Context: an optimization exercise on an open-source flow, tuned for small area, a short achievable clock period and few clock cycles. The choices shown serve that exercise and are no tape-out recipe.
Where RTL was checked, it was by simulation tests only, not by an equivalence proof against the original.

Design bxc_acc, start of the top module:
module bxc_acc (
    input  wire        clk,
    input  wire        rst,           
    input  wire        start,
    input  wire        cfg_b58,       
    input  wire        cfg_decode,    
    input  wire [8:0]  cfg_radix,     
    input  wire        in_valid,
    input  wire [8:0]  in_data,
    output wire        in_ready,
    output wire        out_valid,
    output wire [9:0]  out_data,
    input  wire        out_ready,
    output wire        busy,
    output reg  [2:0]  err_code,
    output reg  [31:0] err_pos
);
    localparam B    = 4;             
    localparam S    = 2 * B;         
    localparam NA   = 64 - S;        
    localparam TAP  = 2;             
    localparam FINE = 16;            
    localparam LMIN = 2;
    localparam NBW  = 3;             
    localparam [2:0] ST_IDLE  = 3'd0,
                     ST_FILL  = 3'd1,    
                     ST_RUN   = 3'd2,    
  ...
Size: roughly 73 I/O pins, ~0.067 mm² of cells after synthesis.
Settings: LEC_CHECK=0, CAP_MARGIN=20, CORE_MARGIN=2, CORE_UTILIZATION=40, PLACE_DENSITY=0.6, SLEW_MARGIN=20, SYNTH_HIERARCHICAL=1; clock period 36.0 ns.
standard.sh (not shown) runs the stock make flow with config.mk's settings and CLKGATE_MAP_FILE= SYNTH_SCRIPT=/design/flow/synth_recipe.tcl, a recipe that flattens the netlist after the stock synthesis.
==> flow/flow/run.sh <==
#!/bin/bash
# Layout flow: the standard ORFS flow (standard.sh, synthesis unchanged),
# with the port buffers built from sky130_fd_sc_hd__buf_2 cells instead of the
# delay-buffer cells buffer_ports picks by default. Every input and output
# port still gets its own buffer.
set -euo pipefail
export BUFFER_PORTS_ARGS="-buffer_cell sky130_fd_sc_hd__buf_2"
bash standard.sh finish > standard_flow.log 2>&1
Testbench counts at the start, summed over its fixed seeds: cycles 47,093.
Next try:
CAP_MARGIN = 70   (was 20)
SLEW_MARGIN = 70   (was 20)
After rerunning:
- The new run produced a clean layout
- hold slack hardly moves
- routed wire length hardly moves
- utilization climbs by 0.90 points
- sequential share of layout area fell by 0.43 points
- register-to-register slack improves by 0.12 ns
- final area goes up by 2.1%
- die area does not change
- fmax barely changes


## v18
Another version of the RTL of bxc_acc (not shown whole).
Size in the first run: ~7300 cells after synthesis, roughly 73 I/O pins, ~67000 um2 of cells after synthesis.
Design bxc_acc, start of the top module:
module bxc_acc (
    input  wire        clk,
    input  wire        rst,           
    input  wire        start,
    input  wire        cfg_b58,       
    input  wire        cfg_decode,    
    input  wire [8:0]  cfg_radix,     
    input  wire        in_valid,
    input  wire [8:0]  in_data,
    output wire        in_ready,
    output wire        out_valid,
    output wire [9:0]  out_data,
    input  wire        out_ready,
    output wire        busy,
    output reg  [2:0]  err_code,
    output reg  [31:0] err_pos
);
Settings: LEC_CHECK=0, CAP_MARGIN=20, CORE_MARGIN=2, CORE_UTILIZATION=60, PLACE_DENSITY=0.75, SLEW_MARGIN=20, SYNTH_HIERARCHICAL=1; clock period 36.0 ns.
run.sh (not shown) runs the stock make flow with config.mk's settings and CLKGATE_MAP_FILE= SYNTH_SCRIPT=/design/flow/synth_recipe.tcl, a recipe that flattens the netlist after the stock synthesis.
Stock flow here: none of the scripts above is used.
Relative to v18, the following input files were edited for v8:
- CORE_UTILIZATION: 60 -> 40
- PLACE_DENSITY: 0.75 -> 0.6
==> results.txt <==
- v8 vs v18, core utilization went down by 21 points.
- Compared with v18, in v8 post-route clock period utilization went down 1.0 points; total met3 wirelength after detailed routing went down 3600 um; clock skew held.
- Setup slack after layout ends up higher on v8.
Function was not checked in any run of this note: the RTL went through the layout flow alone.


bxc_acc, a different RTL version from the one above (not shown whole).
Size: about 7400 cells after synthesis, roughly 73 I/O pins, ~0.070 mm2 of cells after synthesis.
Settings: LEC_CHECK=0, CAP_MARGIN=80, CORE_MARGIN=2, CORE_UTILIZATION=40, PLACE_DENSITY=0.6, SLEW_MARGIN=80, SYNTH_HIERARCHICAL=1; clock period 36.0 ns.
standard.sh (not shown) runs the stock make flow with config.mk's settings and CLKGATE_MAP_FILE= SYNTH_SCRIPT=/design/flow/synth_recipe.tcl, a recipe that flattens the netlist after the stock synthesis.
Scripts as last shown in full above: flow/flow/run.sh
Testbench counts at the start, summed over its fixed seeds: cycles 47,093.
Change:
--- a/flow/config.mk
+++ b/flow/config.mk
@@ -7,3 +7,3 @@
 export LEC_CHECK = 0
-export CAP_MARGIN = 80
+export CAP_MARGIN = 70
 export CORE_MARGIN = 2
@@ -11,3 +11,3 @@
 export PLACE_DENSITY = 0.6
-export SLEW_MARGIN = 80
+export SLEW_MARGIN = 70
 export SYNTH_HIERARCHICAL = 1
The changed run went through all stages and came out clean.
Core utilization went down by 2.4 points.
Maximum frequency rises by 1.4%.
Worst setup slack is better by 0.12 ns.


Another version of the RTL of bxc_acc (not shown whole).
==> flow/design.v (excerpt) <==
module bxc_acc (
    input  wire        clk,
    input  wire        rst,           
    input  wire        start,
    input  wire        cfg_b58,       
    input  wire        cfg_decode,    
    input  wire [8:0]  cfg_radix,     
    input  wire        in_valid,
    input  wire [8:0]  in_data,
    output wire        in_ready,
    output wire        out_valid,
    output wire [9:0]  out_data,
    input  wire        out_ready,
    output wire        busy,
    output reg  [2:0]  err_code,
    output reg  [31:0] err_pos
);
clock: 36.0 ns
lec_check: 0
cap_margin: 70
core_margin: 2
core_utilization: 40
place_density: 0.6
slew_margin: 70
synth_hierarchical: 1
run.sh (not shown) runs the stock make flow with config.mk's settings and CLKGATE_MAP_FILE= SYNTH_SCRIPT=/design/flow/synth_recipe.tcl, a recipe that flattens the netlist after the stock synthesis.
Stock flow here: none of the scripts above is used.
Testbench counts at the start, summed over its fixed seeds: cycles 47,571.
Next try:
==> flow/flow/run.sh (new file) <==
#!/bin/bash
# Layout flow: the standard ORFS flow (standard.sh, synthesis unchanged),
# with the port buffers built from sky130_fd_sc_hd__buf_2 cells instead of the
# delay-buffer cells buffer_ports picks by default. Every input and output
# port still gets its own buffer.
set -euo pipefail
export BUFFER_PORTS_ARGS="-buffer_cell sky130_fd_sc_hd__buf_2"
bash standard.sh finish > standard_flow.log 2>&1
==> flow/standard.sh (new file) <==
#!/bin/bash
# synth_recipe.tcl (not shown) runs the flow's synth.tcl, then flattens the netlist and writes it again
# the make line also repeats each setting of config.mk as NAME=value (left out here)
make -C /OpenROAD-flow-scripts/flow DESIGN_CONFIG=/design/flow/config.mk WORK_HOME=/design/flow/orfs CLKGATE_MAP_FILE= SYNTH_SCRIPT=/design/flow/synth_recipe.tcl "${@:-finish}"
removed: flow/run.sh
Outcome:
- global-route usage is lower by 0.15 points
- utilization came out lower by 0.35 points
- non-clock buffer count falls by 2
- critical path depth is unchanged
- clock-buffer cell count grows by 8
- routed wire length went down slightly


== the baseline ==
Another version of the RTL of bxc_acc (not shown whole).
Size in the first run: roughly 68,000 sq um of cells after synthesis.
==> flow/config.mk <==
export PLATFORM = sky130hd
export DESIGN_NAME = bxc_acc
export DESIGN_NICKNAME = bxc_acc
export VERILOG_FILES = /design/flow/design.v
export SDC_FILE = /design/flow/constraint.sdc
export NUM_CORES = 4
export LEC_CHECK = 0
export CAP_MARGIN = 70
export CORE_MARGIN = 2
export CORE_UTILIZATION = 40
export PLACE_DENSITY = 0.6
export SLEW_MARGIN = 20
export SYNTH_HIERARCHICAL = 1
==> flow/constraint.sdc <==
create_clock -name core_clock -period 36.0 [get_ports {clk}]
set_input_delay 7.2000 -clock core_clock [delete_from_list [all_inputs] [get_ports {clk}]]
set_output_delay 7.2000 -clock core_clock [all_outputs]
set_load 0.01 [all_outputs]
standard.sh (not shown) runs the stock make flow with config.mk's settings and CLKGATE_MAP_FILE= SYNTH_SCRIPT=/design/flow/synth_recipe.tcl, a recipe that flattens the netlist after the stock synthesis.
==> flow/flow/run.sh <==
#!/bin/bash
# Layout flow: the standard ORFS flow (standard.sh, synthesis unchanged),
# with the port buffers built from sky130_fd_sc_hd__buf_2 cells instead of the
# delay-buffer cells buffer_ports picks by default. Every input and output
# port still gets its own buffer.
set -euo pipefail
export BUFFER_PORTS_ARGS="-buffer_cell sky130_fd_sc_hd__buf_2"
bash standard.sh finish > standard_flow.log 2>&1
Testbench counts of the baseline, summed over its fixed seeds: cycles 47,093.
#### Input delta (the candidate over the baseline)
Settings: changing SLEW_MARGIN from 20 to 70.
- Comparing the baseline and the candidate, wire length on met2 is lower on the candidate.
- Comparing the baseline and the candidate, the lower per-cell routed wire length was measured on the baseline.
- [compare] base=the baseline new=the candidate: total placed instance area shrank by 530 sq um, worst slew margin relative to its limit higher, filler cell count about even, number of pins exceeding their max-slew limit in the final report shows no meaningful change.
- The design area in the candidate was lower than what the baseline gave.
- The final reports for the candidate and the baseline show synthesis-to-finish area growth lower in the former.

[afterwards: timing with drivers on the ports]
In the flow no input, the clock included, has a driving cell. The finished layouts below were timed again as built, in two steps.
Step 1: set_driving_cell puts a clkbuf_16 on clk and a buf_2 on each other input, an assumption about the parent block.
Step 2 also shifts input and output timing later by t, the mid clock arrival at the registers, as if the neighbouring blocks saw the same clock.
Three values: ideal, step 1, step 2; two values: the first two.
run	shift t [ns]	setup WS [ns]	worst setup path after step 2	clock arrival spread, ns	worst register clock-pin slew, ns
the first run of note 1	0.798	27.300 / 27.238 / 26.557	input to register	0.061 / 0.061	0.08 / 0.08
the second run of note 1	0.803	27.304 / 27.221 / 26.765	input to register	0.056 / 0.055	0.07 / 0.07
v18	0.762	25.803 / 25.803 / 25.803	register to register	0.053 / 0.053	0.07 / 0.07
v8	0.812	26.164 / 26.164 / 25.854	input to register	0.053 / 0.053	0.07 / 0.07
the first run of note 3	0.821	26.898 / 26.898 / 26.898	register to register	0.068 / 0.068	0.07 / 0.07
the second run of note 3	0.786	27.021 / 27.021 / 26.956	input to register	0.055 / 0.056	0.07 / 0.07
the first run of note 4	0.814	26.838 / 26.755 / 26.533	input to register	0.084 / 0.084	0.07 / 0.07
the second run of note 4	0.818	27.265 / 27.182 / 26.891	input to register	0.077 / 0.077	0.07 / 0.07
the baseline	0.832	27.369 / 27.285 / 26.628	input to register	0.098 / 0.097	0.07 / 0.07
the candidate	0.807	27.347 / 27.269 / 26.699	input to register	0.085 / 0.086	0.07 / 0.07
After both steps every run listed still meets setup and hold. The setup slack of the first run of note 1, which loses most, moves by -0.062 ns with the drivers and by -0.743 ns with both steps.
